Source: an optimization exercise on an open RTL-to-GDS flow (aim: small area, a short achievable clock period and few clock cycles per item). Production flows keep margins and buffers that such runs may drop.
RTL that was checked went through simulation tests only; none was proved equivalent to the original.
For runs 3 to 7, only the layout was checked, not whether the RTL still works.
Power and IR drop assume default switching activity.

===== config.mk =====
export PLATFORM = sky130hd
export DESIGN_NAME = cidr_core
export DESIGN_NICKNAME = cidr_core
export VERILOG_FILES = /design/flow/design.v
export SDC_FILE = /design/flow/constraint.sdc
export NUM_CORES = 4
export LEC_CHECK = 0
export ABC_CLOCK_PERIOD_IN_PS = 3000
export CAP_MARGIN = 20
export CORE_MARGIN = 2
export CORE_UTILIZATION = 40
export SETUP_SLACK_MARGIN = 2.5
export SLEW_MARGIN = 20

===== constraint.sdc =====
create_clock -name core_clock -period 6.0 [get_ports {clk}]
set_input_delay 1.2000 -clock core_clock [delete_from_list [all_inputs] [get_ports {clk}]]
set_output_delay 1.2000 -clock core_clock [all_outputs]
set_load 0.01 [all_outputs]

===== design.v =====
module cidr_core (
    input  wire         clk,
    input  wire         rst,
    input  wire         cmd_valid,
    output wire         cmd_ready,
    input  wire [31:0]  cmd_word,
    input  wire [127:0] cmd_addr,
    output wire         rsp_valid,
    input  wire         rsp_ready,
    output wire [2:0]   rsp_status,
    output wire         rsp_info,
    output wire         rsp_flag,
    output wire [128:0] rsp_data
);
    genvar gi;
    reg         slot_valid [0:3];
    reg         slot_fam   [0:3];    
    reg [127:0] slot_base  [0:3];    
    reg [7:0]   slot_plen  [0:3];
    reg         slot_any   [0:3];    
    reg [6:0]   slot_last  [0:3];    
    reg  a_v;                        
    reg  rsp_v;                      
    wire adv   = ~rsp_v | rsp_ready;         
    wire a_en  = ~a_v | adv;                 
    wire a_go  = a_v & adv;                  
    assign cmd_ready = ~rst & a_en;
    assign rsp_valid = ~rst & rsp_v;
    wire [3:0]  op     = cmd_word[31:28];
    wire [1:0]  fam    = cmd_word[27:26];
    wire [1:0]  rs     = cmd_word[25:24];
    wire [1:0]  rd     = cmd_word[23:22];
    wire [15:0] plen_f = cmd_word[15:0];
    wire zero_ok  = (cmd_word[21:16] == 6'd0);
    wire plen_z   = (plen_f == 16'd0);
    wire rd_ok    = zero_ok & (fam == 2'd0) & (rd == 2'd0) & plen_z;
    wire d_mask   = (op == 4'h1) & zero_ok & (rs == 2'd0) & (rd == 2'd0);
    wire d_load   = (op == 4'h2) & zero_ok & (rs == 2'd0);
    wire d_repfx  = (op == 4'h3) & zero_ok & (fam == 2'd0);
    wire d_match  = (op == 4'h4) & zero_ok & (rd == 2'd0) & plen_z;
    wire d_rdb    = (op == 4'h5) & rd_ok;
    wire d_rdp    = (op == 4'h6) & rd_ok;
    wire d_rdm    = (op == 4'h7) & rd_ok;
    wire d_bsz    = (op == 4'h8) & rd_ok;
    wire d_free   = (op == 4'h9) & zero_ok & (fam == 2'd0) & (rs == 2'd0) & plen_z;
    wire d_sent  = (plen_f == 16'hFFFF);
    wire p_small = ~plen_f[15] & (plen_f[14:8] == 7'd0);
    wire d_le32  = p_small & (plen_f[7:6] == 2'd0) & (~plen_f[5] | (plen_f[4:0] == 5'd0));
    wire d_le128 = p_small & (~plen_f[7] | (plen_f[6:0] == 7'd0));
    wire [127:0] d_addr = {cmd_addr[127:96] & {32{~d_repfx}},
                           cmd_addr[95:0] & {96{fam[0] & ~d_repfx}}};
    wire [127:0] d_therm;
    generate
        for (gi = 0; gi < 128; gi = gi + 1) begin : g_dtherm
            assign d_therm[127 - gi] = plen_f[7] | (plen_f[6:0] > gi);
        end
    endgenerate
    wire [127:0] d_stray = cmd_addr & ~d_therm & {{32{1'b1}}, {96{fam[0]}}};
    wire [15:0]  d_lsp;
    generate
        for (gi = 0; gi < 16; gi = gi + 1) begin : g_lsp
            assign d_lsp[gi] = |d_stray[gi*8 +: 8];
        end
    endgenerate
    reg [127:0] a_addr;
    reg [15:0]  a_lsp;
    reg         a_mask, a_load, a_repfx, a_match, a_rdb, a_rdp, a_rdm, a_bsz, a_free;
    reg [1:0]   a_fam;
    reg [3:0]   a_rs;                
    reg [3:0]   a_bs;                
    reg [3:0]   a_rd;                
    reg [7:0]   a_p;
    reg         a_sent, a_le32, a_le128;
    always @(posedge clk) begin
        if (rst)
            a_v <= 1'b0;
        else if (a_en)
            a_v <= cmd_valid;
    end
    always @(posedge clk) begin
        if (a_en) begin
            a_addr  <= d_addr;
            a_lsp   <= d_lsp;
            a_mask  <= d_mask;
            a_load  <= d_load;
            a_repfx <= d_repfx;
            a_match <= d_match;
            a_rdb   <= d_rdb;
            a_rdp   <= d_rdp;
            a_rdm   <= d_rdm;
            a_bsz   <= d_bsz;
            a_free  <= d_free;
            a_fam   <= fam;
            a_rs    <= {rs == 2'd3, rs == 2'd2, rs == 2'd1, rs == 2'd0};
            a_bs    <= {rs == 2'd3, rs == 2'd2, rs == 2'd1, rs == 2'd0} & {4{~d_load}};
            a_rd    <= {rd == 2'd3, rd == 2'd2, rd == 2'd1, rd == 2'd0};
            a_p     <= plen_f[7:0];
            a_sent  <= d_sent;
            a_le32  <= d_le32;
            a_le128 <= d_le128;
        end
    end
    wire a_legal = a_mask | a_load | a_repfx | a_match | a_rdb | a_rdp |
                   a_rdm | a_bsz | a_free;
    wire         src_valid = (a_rs[0] & slot_valid[0]) | (a_rs[1] & slot_valid[1]) |
                             (a_rs[2] & slot_valid[2]) | (a_rs[3] & slot_valid[3]);
    wire         src_fam   = (a_rs[0] & slot_fam[0]) | (a_rs[1] & slot_fam[1]) |
                             (a_rs[2] & slot_fam[2]) | (a_rs[3] & slot_fam[3]);
    wire         src_any   = (a_rs[0] & slot_any[0]) | (a_rs[1] & slot_any[1]) |
                             (a_rs[2] & slot_any[2]) | (a_rs[3] & slot_any[3]);
    wire [7:0]   src_plen  = ({8{a_rs[0]}} & slot_plen[0]) | ({8{a_rs[1]}} & slot_plen[1]) |
                             ({8{a_rs[2]}} & slot_plen[2]) | ({8{a_rs[3]}} & slot_plen[3]);
    wire [6:0]   src_last  = ({7{a_rs[0]}} & slot_last[0]) | ({7{a_rs[1]}} & slot_last[1]) |
                             ({7{a_rs[2]}} & slot_last[2]) | ({7{a_rs[3]}} & slot_last[3]);
    wire [127:0] src_base  = ({128{a_bs[0]}} & slot_base[0]) | ({128{a_bs[1]}} & slot_base[1]) |
                             ({128{a_bs[2]}} & slot_base[2]) | ({128{a_bs[3]}} & slot_base[3]);
    wire [127:0] x = a_addr ^ src_base;
    function ge7;
        input [6:0] a;
        input [6:0] b;
        integer k;
        reg gt, eq;
        begin
            gt = 1'b0;
            eq = 1'b1;
            for (k = 6; k >= 0; k = k - 1) begin
                gt = gt | (eq & a[k] & ~b[k]);
                eq = eq & ~(a[k] ^ b[k]);
            end
            ge7 = gt | eq;
        end
    endfunction
    wire op_fam   = a_repfx ? src_fam : a_fam[0];
    wire p_in_w   = op_fam ? a_le128 : a_le32;
    wire rng_ok   = a_sent | p_in_w;
    wire l_stray  = |a_lsp;
    wire r_stray  = src_any & ~a_p[7] & ge7(src_last, a_p[6:0]);
    wire con      = (a_load & ~a_fam[1]) | (a_repfx & src_valid);
    wire con_rng  = con & ~rng_ok;
    wire con_str  = con & rng_ok & (a_load ? l_stray : r_stray);
    wire wr_ok    = con & rng_ok & ~(a_load ? l_stray : r_stray);
    wire [7:0]   tin = a_p | (src_plen & {8{~a_mask}});
    wire [127:0] m_therm;
    generate
        for (gi = 0; gi < 128; gi = gi + 1) begin : g_mtherm
            assign m_therm[127 - gi] = tin[7] | (tin[6:0] > gi);
        end
    endgenerate
    wire [127:0] mm = x & m_therm;
    wire [15:0]  n_mm;
    generate
        for (gi = 0; gi < 16; gi = gi + 1) begin : g_mm
            assign n_mm[gi] = |mm[gi*8 +: 8];
        end
    endgenerate
    wire n_mok = a_match & src_valid & (a_fam == {1'b0, src_fam});
    wire unsup    = (a_mask | a_load) & a_fam[1];
    wire empty    = (a_repfx | a_match | a_rdb | a_rdp | a_rdm | a_bsz) & ~src_valid;
    wire mask_err = a_mask & ~a_fam[1] & ~(a_fam[0] ? a_le128 : a_le32);
    wire [2:0] n_status = ~a_legal           ? 3'd5 :
                          unsup              ? 3'd2 :
                          empty              ? 3'd4 :
                          mask_err           ? 3'd3 :
                          (con_rng | con_str) ? 3'd1 : 3'd0;
    wire [127:0] lb_any0;
    generate
        for (gi = 0; gi < 128; gi = gi + 1) begin : g_lb0
            assign lb_any0[gi] = a_addr[127 - gi];
        end
    endgenerate
    wire [63:0]  lb_any1;  wire [63:0]  lb_pos1;
    wire [31:0]  lb_any2;  wire [63:0]  lb_pos2;
    wire [15:0]  lb_any3;  wire [47:0]  lb_pos3;
    wire [7:0]   lb_any4;  wire [31:0]  lb_pos4;
    wire [3:0]   lb_any5;  wire [19:0]  lb_pos5;
    wire [1:0]   lb_any6;  wire [11:0]  lb_pos6;
    wire         lb_any7;  wire [6:0]   lb_pos7;
    generate
        for (gi = 0; gi < 64; gi = gi + 1) begin : g_lb1
            assign lb_any1[gi] = lb_any0[2*gi] | lb_any0[2*gi+1];
            assign lb_pos1[gi] = lb_any0[2*gi+1];
        end
        for (gi = 0; gi < 32; gi = gi + 1) begin : g_lb2
            assign lb_any2[gi] = lb_any1[2*gi] | lb_any1[2*gi+1];
            assign lb_pos2[2*gi +: 2] = lb_any1[2*gi+1] ? {1'b1, lb_pos1[2*gi+1]} : {1'b0, lb_pos1[2*gi]};
        end
        for (gi = 0; gi < 16; gi = gi + 1) begin : g_lb3
            assign lb_any3[gi] = lb_any2[2*gi] | lb_any2[2*gi+1];
            assign lb_pos3[3*gi +: 3] = lb_any2[2*gi+1] ? {1'b1, lb_pos2[2*(2*gi+1) +: 2]} : {1'b0, lb_pos2[2*(2*gi) +: 2]};
        end
        for (gi = 0; gi < 8; gi = gi + 1) begin : g_lb4
            assign lb_any4[gi] = lb_any3[2*gi] | lb_any3[2*gi+1];
            assign lb_pos4[4*gi +: 4] = lb_any3[2*gi+1] ? {1'b1, lb_pos3[3*(2*gi+1) +: 3]} : {1'b0, lb_pos3[3*(2*gi) +: 3]};
        end
        for (gi = 0; gi < 4; gi = gi + 1) begin : g_lb5
            assign lb_any5[gi] = lb_any4[2*gi] | lb_any4[2*gi+1];
            assign lb_pos5[5*gi +: 5] = lb_any4[2*gi+1] ? {1'b1, lb_pos4[4*(2*gi+1) +: 4]} : {1'b0, lb_pos4[4*(2*gi) +: 4]};
        end
        for (gi = 0; gi < 2; gi = gi + 1) begin : g_lb6
            assign lb_any6[gi] = lb_any5[2*gi] | lb_any5[2*gi+1];
            assign lb_pos6[6*gi +: 6] = lb_any5[2*gi+1] ? {1'b1, lb_pos5[5*(2*gi+1) +: 5]} : {1'b0, lb_pos5[5*(2*gi) +: 5]};
        end
    endgenerate
    assign lb_any7 = lb_any6[0] | lb_any6[1];
    assign lb_pos7 = lb_any6[1] ? {1'b1, lb_pos6[11:6]} : {1'b0, lb_pos6[5:0]};
    wire       wr_en    = a_go & wr_ok;
    wire       free_en  = a_go & a_free;
    wire [7:0] new_plen = a_sent ? (op_fam ? 8'd128 : 8'd32) : a_p;
    wire       new_any  = a_repfx ? src_any  : lb_any7;
    wire [6:0] new_last = a_repfx ? src_last : lb_pos7;
    integer s;
    always @(posedge clk) begin
        if (rst) begin
            for (s = 0; s < 4; s = s + 1)
                slot_valid[s] <= 1'b0;
        end else begin
            for (s = 0; s < 4; s = s + 1) begin
                if (wr_en & a_rd[s])
                    slot_valid[s] <= 1'b1;
                else if (free_en & a_rd[s])
                    slot_valid[s] <= 1'b0;
            end
        end
    end
    always @(posedge clk) begin
        for (s = 0; s < 4; s = s + 1) begin
            if (wr_en & a_rd[s]) begin
                slot_fam[s]  <= op_fam;
                slot_base[s] <= x;
                slot_plen[s] <= new_plen;
                slot_any[s]  <= new_any;
                slot_last[s] <= new_last;
            end
        end
    end
    reg [2:0]   q_status;
    reg         q_info;
    reg         q_mok;       
    reg [15:0]  q_mm;
    reg [128:0] q_data;
    wire ok_rd  = src_valid;
    wire k_mask = (a_mask & ~a_fam[1] & (a_fam[0] ? a_le128 : a_le32)) | (a_rdm & ok_rd);
    wire k_base = a_rdb & ok_rd;
    wire k_plen = a_rdp & ok_rd;
    wire k_bsz  = a_bsz & ok_rd;
    wire [128:0] oh  = {1'b1, m_therm} & ~{m_therm, 1'b0};
    wire [128:0] bsz = src_fam ? oh : {96'd0, oh[128:96]};
    wire [128:0] n_data = ({129{k_mask}} & {1'b0, m_therm}) |
                          ({129{k_base}} & {1'b0, src_base}) |
                          ({129{k_plen}} & {121'd0, src_plen}) |
                          ({129{k_bsz}}  & bsz);
    always @(posedge clk) begin
        if (rst)
            rsp_v <= 1'b0;
        else if (adv)
            rsp_v <= a_v;
    end
    always @(posedge clk) begin
        if (a_go) begin
            q_status <= n_status;
            q_info   <= con_str;
            q_mok    <= n_mok;
            q_mm     <= n_mm;
            q_data   <= n_data;
        end
    end
    assign rsp_status = q_status;
    assign rsp_info   = q_info;
    assign rsp_flag   = q_mok & ~|q_mm;
    assign rsp_data   = q_data;
endmodule

===== run.sh =====
#!/bin/bash
# synth_recipe.tcl (not shown) runs the flow's synth.tcl, then flattens the netlist and writes it again
# the make line also repeats each setting of config.mk as NAME=value (left out here)
make -C /OpenROAD-flow-scripts/flow DESIGN_CONFIG=/design/flow/config.mk WORK_HOME=/design/flow/orfs CLKGATE_MAP_FILE= SYNTH_SCRIPT=/design/flow/synth_recipe.tcl finish

==> results of run 1 <==
[tightest hold or removal path, delay by kind of cell (launching register included)]
| family | cells | cell delay, ns |
|---|---|---|
| simple gates | 1 | 0.08 |
| compound gates | 1 | 0.05 |
| flops | 1 | 0.31 |
[final cells by class]
cell class	instances	area (um2)
fillers	9110	52600
flip-flops and latches	911	27300
multi-input cells	2122	13800
repair buffers	482	4740
clock buffers	123	2520
well taps	1380	1730
clock inverters	51	607
inverters	56	221
diodes	1	2.50
[synthesized netlist by cell type (all sizes together) (9+ instances only)]
library cell | count | area [um2]
nand2b | 15 | 93.8
a21o | 19 | 144
nand2 | 284 | 1070
nor4 | 55 | 432
nor2 | 197 | 754
o31ai | 30 | 225
o311ai | 15 | 131
o21ai | 187 | 936
a221oi | 55 | 494
a2bb2oi | 9 | 78.8
o221ai | 23 | 201
xnor2 | 66 | 578
inv | 51 | 191
clkbuf | 112 | 424
and2 | 103 | 644
a21boi | 14 | 105
o211ai | 25 | 188
a211oi | 24 | 195
a41oi | 10 | 87.6
nand4 | 35 | 231
o21a | 12 | 90.1
edfxtp | 905 | 27200
or4 | 15 | 113
nor3 | 50 | 255
o21bai | 12 | 90.1
a222oi | 11 | 110
a21oi | 187 | 996
xor2 | 65 | 569
nor2b | 50 | 313
a22o | 77 | 674
buf | 79 | 409
o22ai | 50 | 325
a22oi | 213 | 1660
nand3 | 51 | 265
a31oi | 32 | 200
[logic make-up (layout without fill, tap and decap cells)]
logic type / count (synthesis) / after routing / share of synthesized area [%]
flip-flops: 911 / 911 / 65.4
AO/OA/AOI/OAI: 1077 / 1077 / 18.2
XOR/XNOR: 131 / 131 / 2.75
multiplexers: 9 / 9 / 0.225
other: 0 / 1 / 0
adder cells (fa/ha/maj): 5 / 5 / 0.126
buffers and inverters: 247 / 712 / 2.50
AND/OR/NAND/NOR: 897 / 900 / 10.8
[flip-flops by register name, summed over array words and instances (netlist names), 8 cells and up]
name / cells
slot_base: 512
q_mm: 16
a_lsp: 16
a_addr: 128
slot_last: 28
q_data: 129
a_p: 8
slot_plen: 32
[report_power, final]
| group | internal [W] | leakage, nW | switching [W] |
|---|---|---|---|
| clock | 0.00346 | 1.53 | 0.00253 |
| sequential | 0.00722 | 8.52 | 0.000195 |
| combinational | 0.000569 | 6.85 | 0.00117 |
[layout by cell type (no fill, tap or decap), types with 48 or more instances in the layout]
cell and instances:
xnor2_1 66, clkbuf_16 100, o21ai_0 167, a21oi_1 178
nor2_1 188, and2_1 96, nand2_1 271, xor2_1 63
a22oi_1 199, inv_1 51, a221oi_1 50, clkdlybuf4s50_1 293
a22o_1 76, buf_4 152, nand3_1 48, edfxtp_1 905
nor2b_1 48
[layer usage]
metal / wire (um) / share of wire [%] / vias up / track usage [%]
li1: - / - / 13800 / -
met2: 78900 / 44 / 2445 / 49.6
met5: 34 / 0.019 / - / 0
met3: 21700 / 12 / 439 / 8.88
met1: 70500 / 39 / 16600 / 44.9
met4: 9970 / 5.5 / 4 / 15.0
[stage by stage]
| stage | hold WS [ns] | setup slack [ns] | utilization (%) | power (W) |
|---|---|---|---|---|
| detailed placement | 0.477 | 1.68 | 45.2 | 0.00916 |
| floorplan | 0.453 | 0.421 | - | 0.00828 |
| finish | 0.485 | 2.38 | 49.2 | 0.0151 |
| global route | 0.515 | 2.34 | 49.2 | 0.0155 |
| CTS | 0.487 | 2.34 | 48.8 | 0.0151 |
| global placement | 0.475 | 1.39 | 45.2 | 0.00915 |
[timing repair]
action,CTS,global route
setup endpoints to repair,698,410
gates resized for setup,48,32
setup buffers,34,23
pin swaps,10,5
cloned,4,3
[final timing paths]
path,slack (ns),start,cells past startpoint,end
min,0.48,slot_valid[1],2,slot_valid[1]
max reg2reg,2.45,a_rs[2],9,q_mm[5]
max,2.38,q_mok,5,rsp_flag
min reg2reg,0.48,slot_valid[1],2,slot_valid[1]
==> impl_metrics.toml, run 1 <==
[run_status]
status = "timing/DRC/antenna clean"

[global_routing]
gr-usage-all-layers_pct = 33.1
antenna_found_initial = 10
overflow = 0
grt_pass1_vias = 30900
grt_max_degree = 123
grt_pass1_wl_um = 248000

[drt]
vias = 33200
finalWirelength_um = 181000
firstDrtPassIters = 7
drt-initial-drc-count = 5385
routed_via_density = 6.48
ant_nets = 0
drc = 0
wl_per_cell_um = 35.3

[critical_path]
cp_cell_sequence = "nor4b_2, buf_4, nand4_1, nor4_2, buf_2"
endpoint_kind = "output pin"
arrival_ns = 2.42
cp_top_family = "simple AND/OR/NAND/NOR gates"
crit_fanout = 1
crit_required_ns = 4.80
max_stage_delay_ns = 0.46
slowest_stage = "edfxtp_1"
cp_num_buf_inv = 2
path_class = "reg -> out"
critPathLaunchType = "flop"

[logic_synthesis]
avgSynthCellArea_um2 = 12.7
syn_area_mm2 = 0.0417
synthCells = 3277
synth_seq_cells = 911
async_flop_share_pct = 0
seq_area_frac_synth_pct = 65.4
syn_nets = 3442
yosys_warnings = 7
yosysUniqueCellTypes = 99
synth-edff-count = 905
synth_ff_type = "edfxtp_1"

[clock_tree]
clock_path_buffers = 3
clkTransAtPathRegs_ns = 0.06
cts.htree.levels = 3
numClockSinks = 911
root_buffer = "clkbuf_16"
worstSkewPairLatency_ns = 0.70
cts_buffers = 95
holdBufCountCts = 0
cts_tree = "done"

[timing]
hold_violations = 0
fin_skew_ns = 0.0413
fin_crit_sh_pct = 60.4
max-slew-margin-rel_pct = 24.0
tightest_slew_ns = 1.13
slew_viol_final = 0
setup_viol = 0
rsz0062_at_grt = "yes"
finalCriticalPeriod_ns = 3.62
max_freq_mhz = 276
tns_ns = 0

[place]
placed_area_mm2 = 0.0468
place_congestion = 1.07
dp_cells = 4887
port_buffers = 299
dp_hpwl_um = 133000

[min_path]
hold_class = "reg -> reg"

[run]
cap_violations = 0

[pwr]
peakVddDrop_mv = 0.237
leakagePower_nw = 16.9
p_per_area_mw_per_mm2 = 297

[layout]
area_growth_pct = 22.0
layout-drive-gt1-share_pct = 11.8
final_area_mm2 = 0.0509
layoutNonFillerInstCount = 5126
final_nets = 3833

[floorplan]
dieArea_mm2 = 0.107
coreArea_mm2 = 0.103
initial_core_util_pct = 40.3
row_count = 118
ioPinCount = 300
die_w_um = 327
dieHeight_um = 327
Testbench counts, summed over its fixed seeds: cycles 4,816, items 4,800.
==> run 2, diff against run 1 <==
--- a/config.mk
+++ b/config.mk
@@ -7,3 +7,2 @@
 export LEC_CHECK = 0
-export ABC_CLOCK_PERIOD_IN_PS = 3000
 export CAP_MARGIN = 20
@@ -11,3 +10,3 @@
 export CORE_UTILIZATION = 40
-export SETUP_SLACK_MARGIN = 2.5
+export SETUP_SLACK_MARGIN = 3.0
 export SLEW_MARGIN = 20
==> impl_metrics.toml, run 2 <==
[run_status]
status = "timing/DRC/antenna clean"

[place]
placed_area_mm2 = 0.0468
dp_hpwl_um = 133000
place_congestion = 1.07
port_buffers = 299
post-place-ws_ns = 1.68

[timing]
rsz0062_at_grt = "yes"
setup_viol = 0
fin_skew_ns = 0.0346
tns_ns = 0
hold_violations = 0
finalCriticalPeriod_ns = 3.62
max_freq_mhz = 276
fin_ws_ns = 2.38
slew_viol_final = 0
max-slew-margin-rel_pct = 40.3
fin_crit_sh_pct = 60.3
tightest_slew_ns = 0.887

[layout]
nFillCells = 8000
multiInputGateArea_mm2 = 0.0167
largestRegisters = "slot_base (512), q_data (129), a_addr (128)"
largest_reg_flops = 512
final_nets = 4288
layout_common_cells = "edfxtp_1, clkdlybuf4s50_1, buf_4"
ff_latch_area_mm2 = 0.0273
fin_util_pct = 58.5
final_area_mm2 = 0.0606
layout_commonest_cell = "edfxtp_1"
area_growth_pct = 45.2
regMostFlops = "slot_base"
layout-drive-gt1-share_pct = 30.3

[drt]
routed_via_density = 6.59
vias = 36800
wl_per_cell_um = 36.9
finalWirelength_um = 206000
ant_nets = 0
drt-initial-drc-count = 5919
firstDrtPassIters = 9
drc = 0

[pwr]
p_per_area_mw_per_mm2 = 258
leakagePower_nw = 21.0
peakVddDrop_mv = 0.244
p_total_w = 0.0156

[critical_path]
path_class = "reg -> reg"
rr_startpoint = "a_rs[2]"
endpoint_kind = "flop"
cp-startpoint = "a_rs[2]"
r2r_cells = 16
critPathLaunchType = "flop"
crit_fanout = 6
crit_required_ns = 6.38
arrival_ns = 3.99

[clock_tree]
clkTransAtPathRegs_ns = 0.06
root_buffer = "clkbuf_16"
clock_path_buffers = 3
cts_tree = "done"
cts.htree.levels = 3
numClockSinks = 911
worstSkewPairLatency_ns = 0.70
cts_buffers = 95
holdBufCountCts = 0

[logic_synthesis]
avgSynthCellArea_um2 = 12.7
synth-edff-count = 905
yosys-top-cells-count = "edfxtp_1, nand2_1, a22oi_1, nor2_1, a21oi_1"
seq_area_frac_synth_pct = 65.4
yosysMostFrequentCell = "edfxtp_1"
synthCells = 3277
yosys_warnings = 7
synth_ff_type = "edfxtp_1"
syn_area_mm2 = 0.0417
yosys.area.top_type_share_pct = 65.1
synthTopCellsByArea = "edfxtp_1, a22oi_1, nand2_1, a21oi_1, o21ai_0"
syn_nets = 3442
synth_top_area_cell = "edfxtp_1"
async_flop_share_pct = 0
synth_seq_cells = 911
yosysUniqueCellTypes = 99

[min_path]
hold_class = "reg -> reg"
min_delay_path_depth = 2
worstHoldStart = "slot_valid[1]"

[floorplan]
dieHeight_um = 327
row_count = 118
dieArea_mm2 = 0.107
die_w_um = 327
initial_core_util_pct = 40.3
ioPinCount = 300
coreArea_mm2 = 0.103

[global_routing]
overflow = 0
antenna_found_initial = 15
grt_pass1_wl_um = 272000
grt_pass1_vias = 33500
gr-usage-all-layers_pct = 36.6
grt_max_degree = 123

[run]
cap_violations = 0
## run 2: cell types whose count changed in the layout (fill, tap and decap cells not counted), moves of 39 or more
cell,change
buf_6,+136
o21ai_0,-93
buf_16,+71
buf_8,+46
buf_4,+115
o21ai_2,+50
buf_12,+72
a21oi_1,-39
## run 2: per-stage QoR
step	cells	hold WS, ns
floorplan	3277	0.453
global placement	4887	0.475
detailed placement	4887	0.477
CTS	5384	0.487
global route	5583	0.522
finish	5586	0.500
## run 2: cell families after synthesis
logic type	Yosys count	synth area share, %
AO/OA/AOI/OAI	1077	18.2
flip-flops	911	65.4
AND/OR/NAND/NOR	897	10.8
buffers and inverters	247	2.50
XOR/XNOR	131	2.75
multiplexers	9	0.225
adder cells (fa/ha/maj)	5	0.126
## run 2: where the power goes
group          leakage, nW  internal [W]  switching, W
clock                 1.53       0.00346       0.00258
combinational         10.9      0.000787       0.00140
sequential            8.52       0.00722      0.000193
## run 2: final timing paths
path                   endpoint  slack, ns
setup / recovery    q_data[117]       2.38
hold reg to reg   slot_valid[1]       0.50
setup reg to reg    q_data[117]       2.38
hold / removal    slot_valid[1]       0.50
## run 2: final cells by class
| class | instances | area share [%] |
|---|---|---|
| antenna | 6 | 0.0248 |
| inverter | 56 | 0.361 |
| multi-input combinational | 2126 | 27.6 |
| timing repair buffer | 933 | 19.0 |
| clock inverter | 51 | 1.00 |
| tap | 1380 | 2.85 |
| clock buffer | 123 | 4.17 |
| sequential | 911 | 45.1 |
## run 2: worst max-delay path, cell delays in order (launching register included)
cell and delay, ns:
edfxtp_1 0.50, buf_6 0.17, buf_6 0.11, buf_6 0.12, buf_6 0.11, a22oi_2 0.27
buf_4 0.16, a21o_1 0.15, buf_6 0.14, buf_4 0.11, nand4_1 0.13, buf_6 0.21
nor2_4 0.13, buf_6 0.17, o21ai_4 0.11, a22oi_2 0.45, o21ai_4 0.25
## run 2: per-layer routing
| metal | global-route usage (%) | wire length (um) |
|---|---|---|
| met1 | 47.4 | 73900 |
| met2 | 54.3 | 87300 |
| met3 | 11.4 | 28500 |
| met4 | 21.2 | 16500 |
| met5 | 0.0444 | 31 |
## run 2: repair_timing
| action | CTS | global route |
|---|---|---|
| gates cloned | 74 | 12 |
| gates resized for setup | 585 | 576 |
| pin swaps | 75 | 208 |
| setup buffers | 249 | 184 |
| endpoints found under the setup margin | 906 | 784 |
==> run 3, diff against run 2 <==
--- a/design.v
+++ b/design.v
@@ -149,9 +149,9 @@
     wire [127:0] mm = x & m_therm;
-    wire [15:0]  n_mm;
-    generate
-        for (gi = 0; gi < 16; gi = gi + 1) begin : g_mm
-            assign n_mm[gi] = |mm[gi*8 +: 8];
-        end
-    endgenerate
-    wire n_mok = a_match & src_valid & (a_fam == {1'b0, src_fam});
+    wire         n_mok = a_match & src_valid & (a_fam == {1'b0, src_fam});
+    wire [3:0]   n_mm;
+    generate
+        for (gi = 0; gi < 4; gi = gi + 1) begin : g_mm
+            assign n_mm[gi] = ~n_mok | (|mm[gi*32 +: 32]);
+        end
+    endgenerate
     wire unsup    = (a_mask | a_load) & a_fam[1];
@@ -237,4 +237,3 @@
     reg         q_info;
-    reg         q_mok;       
-    reg [15:0]  q_mm;
+    reg [3:0]   q_mm;        
     reg [128:0] q_data;
@@ -261,3 +260,2 @@
             q_info   <= con_str;
-            q_mok    <= n_mok;
             q_mm     <= n_mm;
@@ -268,3 +266,3 @@
     assign rsp_info   = q_info;
-    assign rsp_flag   = q_mok & ~|q_mm;
+    assign rsp_flag   = ~|q_mm;
     assign rsp_data   = q_data;
--- a/config.mk
+++ b/config.mk
@@ -10,3 +10,3 @@
 export CORE_UTILIZATION = 40
-export SETUP_SLACK_MARGIN = 3.0
+export SETUP_SLACK_MARGIN = 2.5
 export SLEW_MARGIN = 20
==> impl_metrics.toml, run 3 <==
[drt]
drt-initial-drc-count = 5229
wl_per_cell_um = 34.9
drc = 0
finalWirelength_um = 177000
vias = 33100
ant_nets = 0
routed_via_density = 6.52
firstDrtPassIters = 7

[critical_path]
cp-endpoint = "q_data[23]"
max_stage_delay_ns = 0.53
reg2reg_slack_ns = 2.43
cp-startpoint = "a_rs[1]"
endpoint_kind = "flop"
cp_top_family = "simple AND/OR/NAND/NOR gates"
crit_fanout = 7
critPathLaunchType = "flop"
r2r_cells = 11
r2r_end = "q_data[23]"
cpMostUsedCell = "buf_4"
rr_startpoint = "a_rs[1]"
cp.depth = 11
arrival_ns = 4.11
path_class = "reg -> reg"
crit_required_ns = 6.53
cp_cell_sequence = "buf_4, buf_4, a22oi_1, a21oi_2, nor2_2, nand2_1, nor3_1, buf_4, a31oi_1, a21oi_1, a221o_1"
cp_num_buf_inv = 3
slowest_stage = "nor3_1"

[pwr]
swShare_pct = 26.4
clkPwrFrac_pct = 37.6
p_comb_share_pct = 12.2
peakVddDrop_mv = 0.240
p_per_area_mw_per_mm2 = 291
leakagePower_nw = 16.5
power_frac_seq_pct = 50.2
p_sw_w = 0.00384
p_int_w = 0.0107

[layout]
layout_commonest_cell = "edfxtp_1"
largestRegisters = "slot_base (512), q_data (129), a_addr (128)"
layout_common_cells = "edfxtp_1, clkdlybuf4s50_1, nand2_1"
nFillCells = 9157
multiInputGateArea_mm2 = 0.0136
area_growth_pct = 21.7
ff_latch_area_mm2 = 0.0269
layout-drive-gt1-share_pct = 11.5
final_nets = 3801
largest_reg_flops = 512
regMostFlops = "slot_base"
final_area_mm2 = 0.0500

[global_routing]
overflow = 0
grt_pass1_vias = 31100
grt_pass1_wl_um = 242000
gr-usage-all-layers_pct = 32.3
antenna_found_initial = 8
grt_max_degree = 121

[logic_synthesis]
synth_seq_cells = 898
yosys_warnings = 7
seq_area_frac_synth_pct = 65.5
syn_nets = 3447
yosysMostFrequentCell = "edfxtp_1"
synth-edff-count = 892
synth_ff_type = "edfxtp_1"
async_flop_share_pct = 0
synthTopCellsByArea = "edfxtp_1, a22oi_1, nand2_1, a21oi_1, o21ai_0"
syn_area_mm2 = 0.0411
yosys.area.top_type_share_pct = 65.2
yosysUniqueCellTypes = 83
yosys-top-cells-count = "edfxtp_1, nand2_1, a21oi_1, nor2_1, o21ai_0"
synth_top_area_cell = "edfxtp_1"
synthCells = 3282
avgSynthCellArea_um2 = 12.5

[clock_tree]
cts_buffers = 92
cts_tree = "done"
root_buffer = "clkbuf_16"
numClockSinks = 898
clock_path_buffers = 3
cts.htree.levels = 3
clkTransAtPathRegs_ns = 0.06
worstSkewPairLatency_ns = 0.70
holdBufCountCts = 0

[timing]
fin_crit_sh_pct = 59.5
tns_ns = 0
finalCriticalPeriod_ns = 3.57
fin_ws_ns = 2.43
tightest_slew_ns = 1.10
holdWs_ns = 0.496
fin_skew_ns = 0.0396
setup_viol = 0
rsz0062_at_grt = "yes"
slew_viol_final = 0
max-slew-margin-rel_pct = 26.6
max_freq_mhz = 280
hold_violations = 0

[place]
port_buffers = 299
place_congestion = 1.03
post-place-ws_ns = 1.39
placed_area_mm2 = 0.0461
dp_hpwl_um = 129000

[floorplan]
dieArea_mm2 = 0.105
ioPinCount = 300
row_count = 117
initial_core_util_pct = 40.3
die_w_um = 325
dieHeight_um = 325
coreArea_mm2 = 0.102

[run_status]
status = "timing/DRC/antenna clean"

[run]
cap_violations = 0

[min_path]
hold_class = "reg -> reg"
-- run 3: cell count changes after synthesis, sizes merged, moves of 13 or more --
| cell | before | now |
|---|---|---|
| edfxtp | 905 | 892 |
| clkbuf | 112 | 131 |
| xnor2 | 66 | 82 |
| and2 | 103 | 124 |
| a22oi | 213 | 167 |
| a221oi | 55 | 74 |
| a21oi | 187 | 212 |
| xor2 | 65 | 49 |
| a22o | 77 | 93 |
| nand4 | 35 | 21 |
| nor2b | 50 | 15 |
| inv | 51 | 75 |
| a2111oi | 2 | 15 |
-- run 3: final cells by class --
type | instances | area share (%)
Clock buffer | 114 | 4.81
Timing Repair Buffer | 460 | 9.37
Antenna cell | 1 | 0.00500
Inverter | 75 | 0.600
Sequential cell | 898 | 53.8
Tap cell | 1368 | 3.42
Multi-Input combinational cell | 2109 | 27.2
Clock inverter | 50 | 0.853
-- run 3: repair_timing --
item | 4_1_cts | 5_1_grt
gates resized for setup | 78 | 55
cloned | 4 | 7
setup buffers | 17 | 17
endpoints found under the hold margin | 0 | 0
pin swaps | 7 | 5
setup endpoints to repair | 698 | 607
-- run 3: worst min path at each step --
| stage | startpoint | to | cells after the start |
|---|---|---|---|
| floorplan | slot_valid[1] | slot_valid[1] | 2 |
| global placement | slot_valid[0] | slot_valid[0] | 2 |
| detailed placement | slot_valid[0] | slot_valid[0] | 2 |
| CTS | slot_valid[0] | slot_valid[0] | 2 |
| global route | slot_valid[1] | slot_valid[1] | 2 |
| finish | slot_valid[0] | slot_valid[0] | 2 |
-- run 3: cells by family (layout without fill, tap and decap cells) --
family,count (synthesis),count (layout),share of synthesized area (%)
AO/OA/AOI/OAI,1091,1092,18.3
XOR/XNOR,131,131,2.79
adder cells (fa/ha/maj),5,5,0.128
buffers and inverters,277,699,2.81
flip-flops,898,898,65.5
multiplexers,8,8,0.204
other,0,1,0
AND/OR/NAND/NOR,872,873,10.3
-- run 3: tightest hold or removal path, delay by kind of cell, from the launching register on --
kind / cells / cell delay [ns]
compound gates: 1 / 0.05
flops: 1 / 0.33
simple gates: 1 / 0.07
-- run 3: power groups by stage --
stage	Combinational (W)	Clock, W	Sequential [W]
after global placement	0.00163	0	0.00743
after floorplan	0.000863	0	0.00733
after global routing	0.00183	0.00577	0.00731
after CTS	0.00168	0.00552	0.00730
final	0.00177	0.00548	0.00731
after detailed placement	0.00163	0	0.00743
-- run 3: through the flow --
step	power, W	cells	utilization [%]
2_1_floorplan	0.00819	3282	-
3_3_place_gp	0.00907	4865	45.2
3_5_place_dp	0.00907	4865	45.2
4_1_cts	0.0145	5050	48.6
5_1_grt	0.0149	5074	49.1
6_report	0.0146	5075	49.1
-- run 3: layer usage --
layer | wire [um] | global-route usage, %
met2 | 77000 | 48.7
met1 | 66800 | 42.6
met4 | 10100 | 14.7
met3 | 23000 | 10.0
met5 | 68 | 0
==> run 4, diff against run 3 <==
--- a/config.mk
+++ b/config.mk
@@ -10,3 +10,3 @@
 export CORE_UTILIZATION = 40
-export SETUP_SLACK_MARGIN = 2.5
+export SETUP_SLACK_MARGIN = 2.0
 export SLEW_MARGIN = 20
==> impl_metrics.toml, run 4 <==
[layout]
largestRegisters = "slot_base (512), q_data (129), a_addr (128)"
area_growth_pct = 18.9
layout_common_cells = "edfxtp_1, clkdlybuf4s50_1, nand2_1"
regMostFlops = "slot_base"
layout-drive-gt1-share_pct = 8.23
layout_commonest_cell = "edfxtp_1"
fin_util_pct = 48.0
final_nets = 3738
final_area_mm2 = 0.0489
largest_reg_flops = 512

[global_routing]
gr-usage-all-layers_pct = 31.4
grt_pass1_vias = 30800
antenna_found_initial = 6
grt_max_degree = 146
overflow = 0
grt_pass1_wl_um = 236000

[logic_synthesis]
synth-edff-count = 892
yosysMostFrequentCell = "edfxtp_1"
syn_nets = 3447
synth_seq_cells = 898
synth_top_area_cell = "edfxtp_1"
yosysUniqueCellTypes = 83
syn_area_mm2 = 0.0411
yosys_warnings = 7
yosys-top-cells-count = "edfxtp_1, nand2_1, a21oi_1, nor2_1, o21ai_0"
async_flop_share_pct = 0
synthCells = 3282
yosys.area.top_type_share_pct = 65.2
seq_area_frac_synth_pct = 65.5
avgSynthCellArea_um2 = 12.5
synthTopCellsByArea = "edfxtp_1, a22oi_1, nand2_1, a21oi_1, o21ai_0"
synth_ff_type = "edfxtp_1"

[drt]
routed_via_density = 6.45
ant_nets = 0
highest_layer = "met5"
firstDrtPassIters = 9
vias = 32400
wl_met1_um = 65100
finalWirelength_um = 170000
dr_wl_met3_um = 22300
dr_wl_met2_um = 73400
drc = 0
drt-initial-drc-count = 5018
wl_per_cell_um = 33.9

[timing]
rsz0062_at_grt = "yes"
fin_crit_sh_pct = 69.5
slew_viol_final = 0
tns_ns = 0
max_freq_mhz = 240
hold_violations = 0
finalCriticalPeriod_ns = 4.17
tightest_slew_ns = 1.09
fin_skew_ns = 0.0377
max-slew-margin-rel_pct = 27.1
setup_viol = 0
fin_ws_ns = 1.83

[clock_tree]
clkTransAtPathRegs_ns = 0.06
cts_buffers = 92
clock_path_buffers = 3
cts.htree.levels = 3
cts_tree = "done"
root_buffer = "clkbuf_16"
holdBufCountCts = 0
numClockSinks = 898
worstSkewPairLatency_ns = 0.68

[place]
post-place-ws_ns = 1.48
port_buffers = 299
placed_area_mm2 = 0.0458
dp_hpwl_um = 124000
place_congestion = 1.06

[critical_path]
path_class = "reg -> reg"
crit_fanout = 14
arrival_ns = 4.55
crit_required_ns = 6.38
r2r_cells = 9
critPathLaunchType = "flop"
endpoint_kind = "flop"

[min_path]
hold_class = "reg -> reg"
min_delay_path_depth = 2

[pwr]
leakagePower_nw = 16.0
p_total_w = 0.0146
peakVddDrop_mv = 0.188
p_per_area_mw_per_mm2 = 299

[floorplan]
dieHeight_um = 325
row_count = 117
coreArea_mm2 = 0.102
ioPinCount = 300
initial_core_util_pct = 40.3
die_w_um = 325
dieArea_mm2 = 0.105

[run_status]
status = "timing/DRC/antenna clean"

[run]
cap_violations = 0
-- run 4: cells by family after synthesis --
logic type               synth area share, %
buffers and inverters                   2.81
adder cells (fa/ha/maj)                0.128
flip-flops                              65.5
XOR/XNOR                                2.79
multiplexers                           0.204
AND/OR/NAND/NOR                         10.3
AO/OA/AOI/OAI                           18.3
-- run 4: worst paths after layout --
path,from,to,slack [ns]
worst max register to register,a_rs[0],q_data[1],1.83
worst min-delay path,slot_valid[3],slot_valid[3],0.47
worst min register to register,slot_valid[3],slot_valid[3],0.47
worst max-delay path,a_rs[0],q_data[1],1.83
-- run 4: layer usage --
metal | vias up | track usage, %
met4 | 8 | 14.2
met1 | 16000 | 41.3
met5 | - | 0
met2 | 2440 | 46.8
met3 | 462 | 10.8
li1 | 13500 | -
-- run 4: final cells by class --
class | instances | area (um2)
fill | 9296 | 53000
sequential | 898 | 26900
multi-input combinational | 2107 | 13200
timing repair buffer | 398 | 3900
clock buffer | 111 | 2390
tap | 1368 | 1710
clock inverter | 54 | 490
inverter | 75 | 300
timing repair inverter | 1 | 5.00
antenna | 2 | 5.00
-- run 4: what timing repair did --
item	4_1_cts	5_1_grt
pin swaps	0	1
gates cloned	2	0
endpoints found under the setup margin	544	368
buffers inserted	8	3
gates resized for setup	9	7
-- run 4: worst max-delay path, cell delays in order (launching register included) --
cell and delay [ns]:
edfxtp_1 0.43, buf_4 0.20, buf_4 0.18, a22oi_2 0.10, a21oi_2 0.50, nor2_2 0.29, buf_4 0.28, nor2_1 0.84
nand2_1 0.35, o221ai_1 0.70
-- run 4: power breakdown --
group          leakage [nW]  switching [W]  internal, W  total (W)
clock                  1.40        0.00244      0.00315    0.00559
sequential             8.43       0.000199      0.00712    0.00731
combinational          6.18        0.00115     0.000541    0.00169
total                  16.0        0.00379       0.0108     0.0146
-- run 4: stage by stage --
| stage | hold slack, ns | cells |
|---|---|---|
| 3_3_place_gp | 0.464 | 4834 |
| 5_1_grt | 0.495 | 5013 |
| 2_1_floorplan | 0.439 | 3282 |
| 4_1_cts | 0.467 | 5009 |
| 3_5_place_dp | 0.458 | 4834 |
| 6_report | 0.470 | 5014 |
==> run 5, diff against run 4 <==
--- a/config.mk
+++ b/config.mk
@@ -10,3 +10,4 @@
 export CORE_UTILIZATION = 40
-export SETUP_SLACK_MARGIN = 2.0
+export SETUP_SLACK_MARGIN = 3.0
 export SLEW_MARGIN = 20
+export TNS_END_PERCENT = 0
==> impl_metrics.toml, run 5 <==
[logic_synthesis]
syn_area_mm2 = 0.0411
synthTopCellsByArea = "edfxtp_1, a22oi_1, nand2_1, a21oi_1, o21ai_0"
synth_ff_type = "edfxtp_1"
synth-edff-count = 892
async_flop_share_pct = 0
synthCells = 3282
avgSynthCellArea_um2 = 12.5
synth_seq_cells = 898
synth_top_area_cell = "edfxtp_1"
yosys-top-cells-count = "edfxtp_1, nand2_1, a21oi_1, nor2_1, o21ai_0"
yosys.area.top_type_share_pct = 65.2
yosysMostFrequentCell = "edfxtp_1"
seq_area_frac_synth_pct = 65.5
yosysUniqueCellTypes = 83
syn_nets = 3447
yosys_warnings = 7

[place]
place_congestion = 1.07
port_buffers = 299
dp_cells = 4857
dp_hpwl_um = 126000

[clock_tree]
holdBufCountCts = 0
clock_path_buffers = 3
root_buffer = "clkbuf_16"
cts_buffers = 92
cts.htree.levels = 3
numClockSinks = 898
worstSkewPairLatency_ns = 0.69
cts_tree = "done"
clkTransAtPathRegs_ns = 0.06

[critical_path]
cp_top_family = "compound AO/OA/AOI/OAI gates"
cp_num_buf_inv = 3
crit_fanout = 21
endpoint_kind = "flop"
crit_required_ns = 6.47
reg2reg_slack_ns = 2.56
arrival_ns = 3.92
slowest_stage = "nor3_1"
cp_cell_sequence = "buf_6, buf_4, a22oi_2, a21o_1, nand2_1, buf_4, nor3_1, a31oi_2, o22ai_1"
critPathLaunchType = "flop"
path_class = "reg -> reg"
cpMostUsedCell = "buf_4"
max_stage_delay_ns = 0.95

[timing]
holdWs_ns = 0.502
fin_skew_ns = 0.0471
setup_viol = 0
tns_ns = 0
slew_viol_final = 0
tightest_slew_ns = 1.16
max_freq_mhz = 290
max-slew-margin-rel_pct = 22.4
rsz0062_at_grt = "yes"
fin_crit_sh_pct = 57.4
hold_violations = 0
finalCriticalPeriod_ns = 3.44

[pwr]
p_sw_w = 0.00395
power_frac_seq_pct = 48.4
clkPwrFrac_pct = 39.4
p_comb_share_pct = 12.2
p_total_w = 0.0151
leakagePower_nw = 17.0
p_int_w = 0.0112
p_per_area_mw_per_mm2 = 295
swShare_pct = 26.1
peakVddDrop_mv = 0.248

[layout]
final_nets = 3837
nFillCells = 9071
layout_common_cells = "edfxtp_1, clkdlybuf4s50_1, nand2_1"
ff_latch_area_mm2 = 0.0269
layout_commonest_cell = "edfxtp_1"
regMostFlops = "slot_base"
layout-drive-gt1-share_pct = 13.7
area_growth_pct = 24.4
multiInputGateArea_mm2 = 0.0140
layoutNonFillerInstCount = 5120
largestRegisters = "slot_base (512), q_data (129), a_addr (128)"
largest_reg_flops = 512

[floorplan]
die_w_um = 325
initial_core_util_pct = 40.3
dieHeight_um = 325
coreArea_mm2 = 0.102
ioPinCount = 300
row_count = 117
dieArea_mm2 = 0.105

[global_routing]
antenna_found_initial = 14
gr-usage-all-layers_pct = 33.0
grt_pass1_vias = 31100
grt_pass1_wl_um = 246000
overflow = 0
grt_max_degree = 128

[drt]
finalWirelength_um = 179000
routed_via_density = 6.48
vias = 33200
firstDrtPassIters = 8
drc = 0
wl_per_cell_um = 34.9
drt-initial-drc-count = 5307
ant_nets = 0

[min_path]
hold_class = "reg -> reg"

[run_status]
status = "timing/DRC/antenna clean"

[run]
cap_violations = 0
run 5: final cells by class:
type / instances / area share [%]
clock buffer: 105 / 4.64
antenna: 5 / 0.0245
timing repair inverter: 2 / 0.0294
clock inverter: 64 / 1.40
multi-input combinational: 2110 / 27.3
sequential: 898 / 52.6
timing repair buffer: 493 / 10.0
tap: 1368 / 3.35
inverter: 75 / 0.595
run 5: kinds of logic after synthesis:
| group | Yosys count | synth area share [%] |
|---|---|---|
| xor gates and xnor gates | 131 | 2.79 |
| and+or+nand+nor | 872 | 10.3 |
| DFF | 898 | 65.5 |
| muxes | 8 | 0.204 |
| buffers and inverters | 277 | 2.81 |
| adders and majority gates | 5 | 0.128 |
| AOI/OAI and AO/OA | 1091 | 18.3 |
run 5: worst min-delay path, cell delays in order, from the launching register on:
cell,delay [ns]
dfxtp_1,0.34
nand2_1,0.06
a21oi_1,0.05
run 5: timing repair:
item                                    in CTS  in global routing
buffers inserted                            51                 24
cloned                                      13                  1
pin swaps                                   24                 12
resized for setup                          171                 62
endpoints found under the setup margin     961                792
run 5: power groups by stage:
stage          registers (W)  logic (W)  clock network, W
5_1_grt              0.00731    0.00189           0.00624
4_1_cts              0.00729    0.00173           0.00598
3_5_place_dp         0.00743    0.00161                 0
3_3_place_gp         0.00742    0.00161                 0
2_1_floorplan        0.00733   0.000863                 0
6_report             0.00731    0.00184           0.00595
run 5: final timing paths:
path         cells past startpoint          start             to
max                              9        a_rs[2]     q_data[39]
min                              2  slot_valid[1]  slot_valid[1]
max reg2reg                      9        a_rs[2]     q_data[39]
min reg2reg                      2  slot_valid[1]  slot_valid[1]
run 5: metal layers:
metal | track usage [%] | routed length (um) | up-vias
met3 | 11.3 | 23100 | 512
li1 | - | - | 13700
met5 | 0 | 92 | -
met4 | 16.8 | 10800 | 14
met2 | 48.2 | 76300 | 2586
met1 | 43.6 | 68500 | 16400
run 5: through the flow:
stage / setup WS [ns] / utilization, % / instance area (um2)
detailed placement: 1.67 / 45.2 / 46100
floorplan: 1.31 / - / 41200
global route: 2.66 / 50.2 / 51100
global placement: 1.69 / 45.2 / 46100
CTS: 2.74 / 49.7 / 50600
finish: 2.56 / 50.2 / 51100
==> run 6, diff against run 5 <==
--- a/config.mk
+++ b/config.mk
@@ -10,3 +10,3 @@
 export CORE_UTILIZATION = 40
-export SETUP_SLACK_MARGIN = 3.0
+export SETUP_SLACK_MARGIN = 3.5
 export SLEW_MARGIN = 20
==> impl_metrics.toml, run 6 <==
[run_status]
status = "timing/DRC/antenna clean"

[layout]
layout-drive-gt1-share_pct = 16.7
regMostFlops = "slot_base"
area_growth_pct = 27.6
multiInputGateArea_mm2 = 0.0143
largest_reg_flops = 512
ff_latch_area_mm2 = 0.0269
final_nets = 3905
largestRegisters = "slot_base (512), q_data (129), a_addr (128)"
layoutNonFillerInstCount = 5187
layout_commonest_cell = "edfxtp_1"
layout_common_cells = "edfxtp_1, clkdlybuf4s50_1, nand2_1"
nFillCells = 8939

[min_path]
min_delay_path_depth = 2
hold_class = "reg -> reg"

[critical_path]
cpMostUsedCell = "a21oi_1"
r2r_cells = 8
slowest_stage = "a222oi_1"
cp_cell_sequence = "inv_1, a222oi_1, buf_4, o21ai_0, a21oi_1, nor2_1, a21oi_1, o22ai_1"
max_stage_delay_ns = 0.83
crit_fanout = 11
path_class = "reg -> reg"
endpoint_kind = "flop"
critPathLaunchType = "flop"
crit_required_ns = 6.39
arrival_ns = 3.74

[logic_synthesis]
seq_area_frac_synth_pct = 65.5
syn_area_mm2 = 0.0411
yosysMostFrequentCell = "edfxtp_1"
yosysUniqueCellTypes = 83
synthTopCellsByArea = "edfxtp_1, a22oi_1, nand2_1, a21oi_1, o21ai_0"
yosys.area.top_type_share_pct = 65.2
synth_top_area_cell = "edfxtp_1"
syn_nets = 3447
avgSynthCellArea_um2 = 12.5
synth-edff-count = 892
synth_ff_type = "edfxtp_1"
yosys-top-cells-count = "edfxtp_1, nand2_1, a21oi_1, nor2_1, o21ai_0"
yosys_warnings = 7
async_flop_share_pct = 0
synthCells = 3282
synth_seq_cells = 898

[drt]
finalWirelength_um = 184000
vias = 33700
drc = 0
firstDrtPassIters = 6
ant_nets = 0
drt-initial-drc-count = 5509
wl_per_cell_um = 35.5
routed_via_density = 6.51

[place]
dp_hpwl_um = 126000
dp_cells = 4857
port_buffers = 299
place_congestion = 1.07

[floorplan]
initial_core_util_pct = 40.3
coreArea_mm2 = 0.102
ioPinCount = 300
dieArea_mm2 = 0.105
row_count = 117
die_w_um = 325
dieHeight_um = 325

[global_routing]
grt_pass1_vias = 31300
gr-usage-all-layers_pct = 33.1
overflow = 0
grt_pass1_wl_um = 246000
grt_max_degree = 128
antenna_found_initial = 11

[pwr]
p_total_w = 0.0152
leakagePower_nw = 17.5
peakVddDrop_mv = 0.244
p_per_area_mw_per_mm2 = 290

[clock_tree]
clkTransAtPathRegs_ns = 0.06
worstSkewPairLatency_ns = 0.69
cts_buffers = 92
cts_tree = "done"
numClockSinks = 898
clock_path_buffers = 3
cts.htree.levels = 3
holdBufCountCts = 0
root_buffer = "clkbuf_16"

[timing]
max_freq_mhz = 299
tns_ns = 0
fin_skew_ns = 0.0408
setup_viol = 0
fin_crit_sh_pct = 55.8
slew_viol_final = 0
max-slew-margin-rel_pct = 29.8
tightest_slew_ns = 1.05
finalCriticalPeriod_ns = 3.35
rsz0062_at_grt = "yes"
hold_violations = 0

[run]
cap_violations = 0
==> run 6: cell type report <==
cell class,instances,share of cell area (%)
Antenna cell,4,0.0191
Clock buffer,105,4.52
Clock inverter,64,1.37
Inverter,75,0.587
Multi-Input combinational cell,2110,27.3
Sequential cell,898,51.3
Tap cell,1368,3.26
Timing Repair Buffer,561,11.6
Timing Repair inverter,2,0.0286
==> run 6: per-stage QoR <==
stage	setup WS, ns	util, %	hold WS [ns]	cell area (um2)
2_1_floorplan	1.31	-	0.437	41200
3_3_place_gp	1.69	45.2	0.482	46100
3_5_place_dp	1.67	45.2	0.487	46100
4_1_cts	2.82	50.0	0.499	50900
5_1_grt	2.66	51.4	0.516	52400
6_report	2.65	51.5	0.496	52400
==> run 6: worst paths after layout <==
check	start	to	slack, ns
worst max-delay path	a_p[1]	q_data[42]	2.65
worst min-delay path	slot_valid[1]	slot_valid[1]	0.50
worst max register to register	a_p[1]	q_data[42]	2.65
worst min register to register	slot_valid[1]	slot_valid[1]	0.50
==> run 6: per-layer routing <==
layer	global-route usage, %	wire, um	vias to the layer above	part of all wire (%)
li1	-	-	13800	-
met1	43.7	68700	16600	37
met2	48.3	78000	2713	42
met3	11.5	25200	578	14
met4	17.0	12100	14	6.6
met5	0	92	-	0.050
==> run 6: what timing repair did <==
action / CTS / global route
cloned: 15 / 22
endpoints found under the setup margin: 1578 / 1169
resized for setup: 213 / 126
pin swaps: 28 / 41
setup buffers: 65 / 55
==> run 6: power breakdown <==
part	total (W)	internal, W	switching (W)
Combinational	0.00192	0.000662	0.00126
Clock	0.00595	0.00342	0.00253
Sequential	0.00731	0.00711	0.000193
Total	0.0152	0.0112	0.00399
==> run 6: logic make-up (layout without fill, tap and decap cells) <==
family | count (synthesis) | count (layout) | share of synthesized area (%)
XOR/XNOR | 131 | 131 | 2.79
other | 0 | 4 | 0
AND/OR/NAND/NOR | 872 | 874 | 10.3
adder cells (fa/ha/maj) | 5 | 5 | 0.128
AO/OA/AOI/OAI | 1091 | 1092 | 18.3
multiplexers | 8 | 8 | 0.204
buffers and inverters | 277 | 807 | 2.81
flip-flops | 898 | 898 | 65.5
==> run 6: worst max-delay path, delay by kind of cell (launching register included) <==
family / cells / cell delay [ns]
buf+inv: 2 / 0.70
compound gates: 5 / 1.46
flops: 1 / 0.78
simple gates: 1 / 0.12
==> run 7, diff against run 6 <==
--- a/config.mk
+++ b/config.mk
@@ -10,3 +10,6 @@
 export CORE_UTILIZATION = 40
-export SETUP_SLACK_MARGIN = 3.5
+export CTS_BUF_LIST = sky130_fd_sc_hd__clkbuf_16
+export CTS_CLUSTER_DIAMETER = 80
+export CTS_CLUSTER_SIZE = 24
+export SETUP_SLACK_MARGIN = 3.0
 export SLEW_MARGIN = 20
==> impl_metrics.toml, run 7 <==
[run_status]
status = "timing/DRC/antenna clean"

[clock_tree]
cts_tree = "done"
cts_buffers = 48
cts.htree.levels = 2
clkTransAtPathRegs_ns = 0.10
clock_path_buffers = 3
holdBufCountCts = 0
numClockSinks = 898
worstSkewPairLatency_ns = 0.68
root_buffer = "clkbuf_16"

[floorplan]
ioPinCount = 300
dieArea_mm2 = 0.105
coreArea_mm2 = 0.102
initial_core_util_pct = 40.3
die_w_um = 325
dieHeight_um = 325
row_count = 117

[critical_path]
arrival_ns = 3.73
cp_cell_sequence = "inv_1, a22oi_1, nand2_2, a21oi_1, o22ai_1, o21ai_1"
endpoint_kind = "flop"
cp_num_buf_inv = 1
crit_fanout = 9
reg2reg_slack_ns = 2.60
critPathLaunchType = "flop"
path_class = "reg -> reg"
crit_required_ns = 6.33
slowest_stage = "edfxtp_1"
cp_top_family = "compound AO/OA/AOI/OAI gates"
max_stage_delay_ns = 0.87

[timing]
rsz0062_at_grt = "yes"
max_freq_mhz = 294
finalCriticalPeriod_ns = 3.40
tns_ns = 0
fin_crit_sh_pct = 56.6
tightest_slew_ns = 1.10
max-slew-margin-rel_pct = 26.8
slew_viol_final = 0
hold_violations = 0
setup_viol = 0
fin_skew_ns = 0.0385
holdWs_ns = 0.516

[drt]
routed_via_density = 6.56
finalWirelength_um = 179000
drt-initial-drc-count = 5406
wl_per_cell_um = 35.5
highest_layer = "met5"
wl_met1_um = 68800
dr_wl_met2_um = 76100
dr_wl_met3_um = 22500
ant_nets = 0
drc = 0
vias = 33100
firstDrtPassIters = 7

[logic_synthesis]
syn_nets = 3447
yosys.area.top_type_share_pct = 65.2
synth_compound_gate_area_share_pct = 18.3
synth_ff_type = "edfxtp_1"
yosysUniqueCellTypes = 83
synth.area.mux_share_pct = 0.204
syn_area_mm2 = 0.0411
avgSynthCellArea_um2 = 12.5
synth_seq_cells = 898
seq_area_frac_synth_pct = 65.5
synthCells = 3282
yosys-top-cells-count = "edfxtp_1, nand2_1, a21oi_1, nor2_1, o21ai_0"
synthAdderAreaFrac_pct = 0.128
synthSimpleGateAreaFrac_pct = 10.3
synth_top_area_cell = "edfxtp_1"
synth_top_family_by_area = "compound AO/OA/AOI/OAI gates"
synth-edff-count = 892
yosys_warnings = 7
async_flop_share_pct = 0
synthTopCellsByArea = "edfxtp_1, a22oi_1, nand2_1, a21oi_1, o21ai_0"
yosysMostFrequentCell = "edfxtp_1"
synthXorXnorAreaFrac_pct = 2.79

[layout]
final_nets = 3825
layout_common_cells = "edfxtp_1, clkdlybuf4s50_1, nand2_1"
layout-drive-gt1-share_pct = 13.8
largest_reg_flops = 512
regMostFlops = "slot_base"
layout_commonest_cell = "edfxtp_1"
largestRegisters = "slot_base (512), q_data (129), a_addr (128)"
nFillCells = 9147
area_growth_pct = 21.9
layoutNonFillerInstCount = 5046

[global_routing]
grt_pass1_vias = 30700
grt_pass1_wl_um = 244000
grt_max_degree = 128
antenna_found_initial = 8
overflow = 0
gr-usage-all-layers_pct = 32.7

[place]
dp_cells = 4857
dp_hpwl_um = 126000
port_buffers = 299
place_congestion = 1.07

[min_path]
hold_class = "reg -> reg"

[pwr]
p_per_area_mw_per_mm2 = 258
peakVddDrop_mv = 0.197
p_total_w = 0.0130
leakagePower_nw = 16.5

[run]
cap_violations = 0
-- run 7: cell counts after synthesis --
Identical to the previous run, type by type.
-- run 7: cells by family (layout without fill, tap and decap cells) --
| family | Yosys count | count (layout) |
|---|---|---|
| simple gates | 872 | 876 |
| buf+inv | 277 | 666 |
| compound gates | 1091 | 1092 |
| xor+xnor | 131 | 131 |
| flops | 898 | 898 |
| mux | 8 | 8 |
| fa+ha+maj | 5 | 5 |
| other cells | 0 | 2 |
-- run 7: cell type report --
type / count / area [um2] / area share [%]
Timing Repair inverter: 2 / 15.0 / 0.0300
Sequential cell: 898 / 26900 / 53.7
Inverter: 75 / 304 / 0.607
Tap cell: 1368 / 1710 / 3.42
Timing Repair Buffer: 523 / 5450 / 10.9
Multi-Input combinational cell: 2112 / 14200 / 28.4
Clock buffer: 50 / 1250 / 2.50
Antenna cell: 2 / 5.00 / 0.00999
Clock inverter: 16 / 236 / 0.472
-- run 7: what timing repair did --
action,CTS,global route
resized for setup,165,121
pin swaps,21,32
cloned,15,4
endpoints found under the setup margin,958,794
setup buffers,50,52
-- run 7: worst min-delay path: stages (launching register included) --
cell and delay (ns):
dfxtp_1 0.35, nand2_1 0.06, a21oi_1 0.06
-- run 7: metal layers --
layer	GRT usage, %	up-vias
met5	0.0453	-
met4	16.3	10
met3	10.3	553
met2	47.8	2494
met1	44.0	16400
li1	-	13600
-- run 7: stage by stage --
stage                     instance area [um2]  setup WS, ns  utilization [%]
after floorplan                         41200          1.31                -
after global routing                    50100          2.64             49.2
final                                   50100          2.60             49.2
after CTS                               49000          2.67             48.1
after detailed placement                46100          1.67             45.2
after global placement                  46100          1.69             45.2
-- run 7: worst paths after layout --
kind	startpoint	end	depth (start not counted)
min	slot_valid[2]	slot_valid[2]	2
max reg2reg	a_p[3]	q_data[49]	6
max	a_p[3]	q_data[49]	6
min reg2reg	slot_valid[2]	slot_valid[2]	2
-- run 7: report_power, final --
part	leakage, nW	switching (W)	internal, W
Combinational	7.32	0.00125	0.000650
Clock	0.732	0.00211	0.00164
Sequential	8.43	0.000192	0.00710
==> run 8, diff against run 7 <==
--- a/design.v
+++ b/design.v
@@ -70,2 +70,3 @@
     reg [3:0]   a_bs;                
+    reg [3:0]   a_rm;                
     reg [3:0]   a_rd;                
@@ -95,2 +96,3 @@
             a_bs    <= {rs == 2'd3, rs == 2'd2, rs == 2'd1, rs == 2'd0} & {4{~d_load}};
+            a_rm    <= {rs == 2'd3, rs == 2'd2, rs == 2'd1, rs == 2'd0} & {4{~d_mask}};
             a_rd    <= {rd == 2'd3, rd == 2'd2, rd == 2'd1, rd == 2'd0};
@@ -141,3 +143,19 @@
     wire wr_ok    = con & rng_ok & ~(a_load ? l_stray : r_stray);
-    wire [7:0]   tin = a_p | (src_plen & {8{~a_mask}});
+    function [31:0] pdec;
+        input [7:0] p;
+        integer k;
+        begin
+            for (k = 0; k < 8; k = k + 1) begin
+                pdec[k]     = p[7] | (p[6:4] > k);
+                pdec[8 + k] = ~p[7] & (p[6:4] == k);
+            end
+            for (k = 0; k < 16; k = k + 1)
+                pdec[16 + k] = p[3:0] > k;
+        end
+    endfunction
+    wire [31:0] pd_sel = ({32{a_rm[0]}} & pdec(slot_plen[0])) |
+                         ({32{a_rm[1]}} & pdec(slot_plen[1])) |
+                         ({32{a_rm[2]}} & pdec(slot_plen[2])) |
+                         ({32{a_rm[3]}} & pdec(slot_plen[3])) |
+                         ({32{a_mask}}  & pdec(a_p));
     wire [127:0] m_therm;
@@ -145,3 +163,3 @@
         for (gi = 0; gi < 128; gi = gi + 1) begin : g_mtherm
-            assign m_therm[127 - gi] = tin[7] | (tin[6:0] > gi);
+            assign m_therm[127 - gi] = pd_sel[gi / 16] | (pd_sel[8 + gi / 16] & pd_sel[16 + gi % 16]);
         end
@@ -244,4 +262,5 @@
     wire k_bsz  = a_bsz & ok_rd;
-    wire [128:0] oh  = {1'b1, m_therm} & ~{m_therm, 1'b0};
-    wire [128:0] bsz = src_fam ? oh : {96'd0, oh[128:96]};
+    wire [128:0] oh   = {1'b1, m_therm} & ~{m_therm, 1'b0};
+    wire         k_b6 = k_bsz & src_fam;
+    wire         k_b4 = k_bsz & ~src_fam;
     wire [128:0] n_data = ({129{k_mask}} & {1'b0, m_therm}) |
@@ -249,3 +268,4 @@
                           ({129{k_plen}} & {121'd0, src_plen}) |
-                          ({129{k_bsz}}  & bsz);
+                          ({129{k_b6}}   & oh) |
+                          ({129{k_b4}}   & {96'd0, oh[128:96]});
     always @(posedge clk) begin
--- a/config.mk
+++ b/config.mk
@@ -13,3 +13,3 @@
 export CTS_CLUSTER_SIZE = 24
-export SETUP_SLACK_MARGIN = 3.0
+export SETUP_SLACK_MARGIN = 3.5
 export SLEW_MARGIN = 20
==> impl_metrics.toml, run 8 <==
[layout]
diodes = 0
layout-drive-gt1-share_pct = 11.4
layout_commonest_cell = "edfxtp_1"
largestRegisters = "slot_base (512), q_data (129), a_addr (128)"
layout_common_cells = "edfxtp_1, clkdlybuf4s50_1, o21ai_0"
fin_util_pct = 48.3
nFillCells = 9218
final_nets = 3806
largest_reg_flops = 512
area_growth_pct = 19.3
regMostFlops = "slot_base"

[timing]
rsz0062_at_grt = "yes"
tns_ns = 0
fin_skew_ns = 0.0283
finalCriticalPeriod_ns = 3.43
setup_viol = 0
max-slew-margin-rel_pct = 24.6
slew_viol_final = 0
tightest_slew_ns = 1.12
hold_violations = 0
fin_crit_sh_pct = 57.1
holdWs_ns = 0.512
max_freq_mhz = 292

[run]
cap_violations = 0

[critical_path]
critPathLaunchType = "flop"
arrival_ns = 3.80
crit_required_ns = 6.37
cp_num_buf_inv = 3
slowest_stage = "o221ai_1"
path_class = "reg -> reg"
max_stage_delay_ns = 0.74
cpMostUsedCell = "nand2_1"
crit_fanout = 12
cp_top_family = "simple AND/OR/NAND/NOR gates"
endpoint_kind = "flop"
cp_cell_sequence = "buf_6, buf_12, buf_4, a22oi_1, nand2_2, nand2_1, nor2_1, nand2_1, o221ai_1"

[drt]
firstDrtPassIters = 7
vias = 32700
routed_via_density = 6.50
drt-initial-drc-count = 5676
finalWirelength_um = 164000
wl_per_cell_um = 32.6
ant_nets = 0
drc = 0

[logic_synthesis]
synthCells = 3306
yosys-top-cells-count = "edfxtp_1, o21ai_0, nand2_1, nor2_1, a22oi_1"
yosysMostFrequentCell = "edfxtp_1"
yosys_warnings = 7
synth_top_area_cell = "edfxtp_1"
async_flop_share_pct = 0
syn_area_mm2 = 0.0413
synthTopCellsByArea = "edfxtp_1, o21ai_0, a22oi_1, nand2_1, a221oi_1"
synth_ff_type = "edfxtp_1"
seq_area_frac_synth_pct = 65.2
avgSynthCellArea_um2 = 12.5
yosys.area.top_type_share_pct = 64.9
synth_seq_cells = 899
synth-edff-count = 893
syn_nets = 3471
yosysUniqueCellTypes = 85

[floorplan]
coreArea_mm2 = 0.102
initial_core_util_pct = 40.4
dieArea_mm2 = 0.106
die_w_um = 325
dieHeight_um = 325
ioPinCount = 300
row_count = 117

[run_status]
status = "timing/DRC/antenna clean"

[pwr]
peakVddDrop_mv = 0.239
p_per_area_mw_per_mm2 = 258
leakagePower_nw = 16.5

[clock_tree]
worstSkewPairLatency_ns = 0.68
cts_buffers = 48
clock_path_buffers = 3
holdBufCountCts = 0
cts_tree = "done"
cts.htree.levels = 2
root_buffer = "clkbuf_16"
clkTransAtPathRegs_ns = 0.09
numClockSinks = 899

[place]
place_congestion = 1.01
port_buffers = 299
dp_hpwl_um = 113000

[global_routing]
grt_pass1_vias = 30500
globalRoute.busiestLayer = "met2"
grt_util_met2_pct = 43.3
overflow = 0
antenna_found_initial = 5
grtUsageMet1_pct = 41.9
grtUsageMet3_pct = 9.63
gr-usage-all-layers_pct = 30.0
grt_pass1_wl_um = 229000
grt_max_degree = 118

[min_path]
hold_class = "reg -> reg"
## run 8: cell type report
type / count / area, um2 / area share, %
clock buffer: 50 / 1250 / 2.54
clock inverter: 20 / 243 / 0.492
inverter: 85 / 319 / 0.647
multi-input combinational: 2109 / 13900 / 28.2
sequential: 899 / 26900 / 54.6
tap: 1368 / 1710 / 3.47
timing repair buffer: 498 / 4930 / 9.99
## run 8: tightest hold or removal path: stages, from the launching register on
cell and delay (ns):
dfxtp_1 0.34, a32oi_1 0.06, nor2_1 0.07
## run 8: path summary, 6_finish.rpt
| check | start | endpoint | depth (start not counted) | slack [ns] |
|---|---|---|---|---|
| worst max-delay path | a_rs[3] | q_data[8] | 9 | 2.57 |
| worst min-delay path | slot_valid[3] | slot_valid[3] | 2 | 0.51 |
| worst max register to register | a_rs[3] | q_data[8] | 9 | 2.57 |
| worst min register to register | slot_valid[3] | slot_valid[3] | 2 | 0.51 |
## run 8: metal layers
layer	routed length (um)	up-vias
met2	69100	2494
li1	-	13600
met3	22100	407
met5	39	-
met1	65100	16200
met4	7690	6
## run 8: logic make-up (layout without fill, tap and decap cells)
group	count (synthesis)	in the layout	share of synthesized area, %
compound gates	1080	1083	18.3
flops	899	899	65.2
simple gates	879	888	10.5
buf+inv	310	653	3.09
xor+xnor	131	131	2.78
fa+ha+maj	6	6	0.151
mux	1	1	0.0242
## run 8: timing repair
action                                  4_1_cts  5_1_grt
gates resized for setup                     149       34
endpoints found under the setup margin     1628     1169
gates cloned                                 16        0
pin swaps                                    31       11
buffers inserted                             95       26
## run 8: where the power goes
group | switching (W) | internal (W)
registers | 0.000186 | 0.00711
logic | 0.00108 | 0.000617
clock network | 0.00209 | 0.00164
total | 0.00335 | 0.00937
## run 8: metrics by stage
stage          instance area, um2  instances  worst slack, ns  power (W)
3_3_place_gp                45800       4822             1.45    0.00888
5_1_grt                     49300       5029             2.65     0.0130
3_5_place_dp                45800       4822             1.43    0.00889
4_1_cts                     48900       5003             2.78     0.0127
6_report                    49300       5029             2.57     0.0127
2_1_floorplan               41400       3306            0.687    0.00815
Testbench counts of run 8, summed over its fixed seeds: cycles 4,816, items 4,800.

Setup slack of run 8, layout unchanged: 2.572 ns with ideal ports, 2.572 ns with driving cells assumed (clock clkbuf_16, inputs buf_2), 2.212 ns with port delays also shifted by the 0.735 ns mid clock arrival.
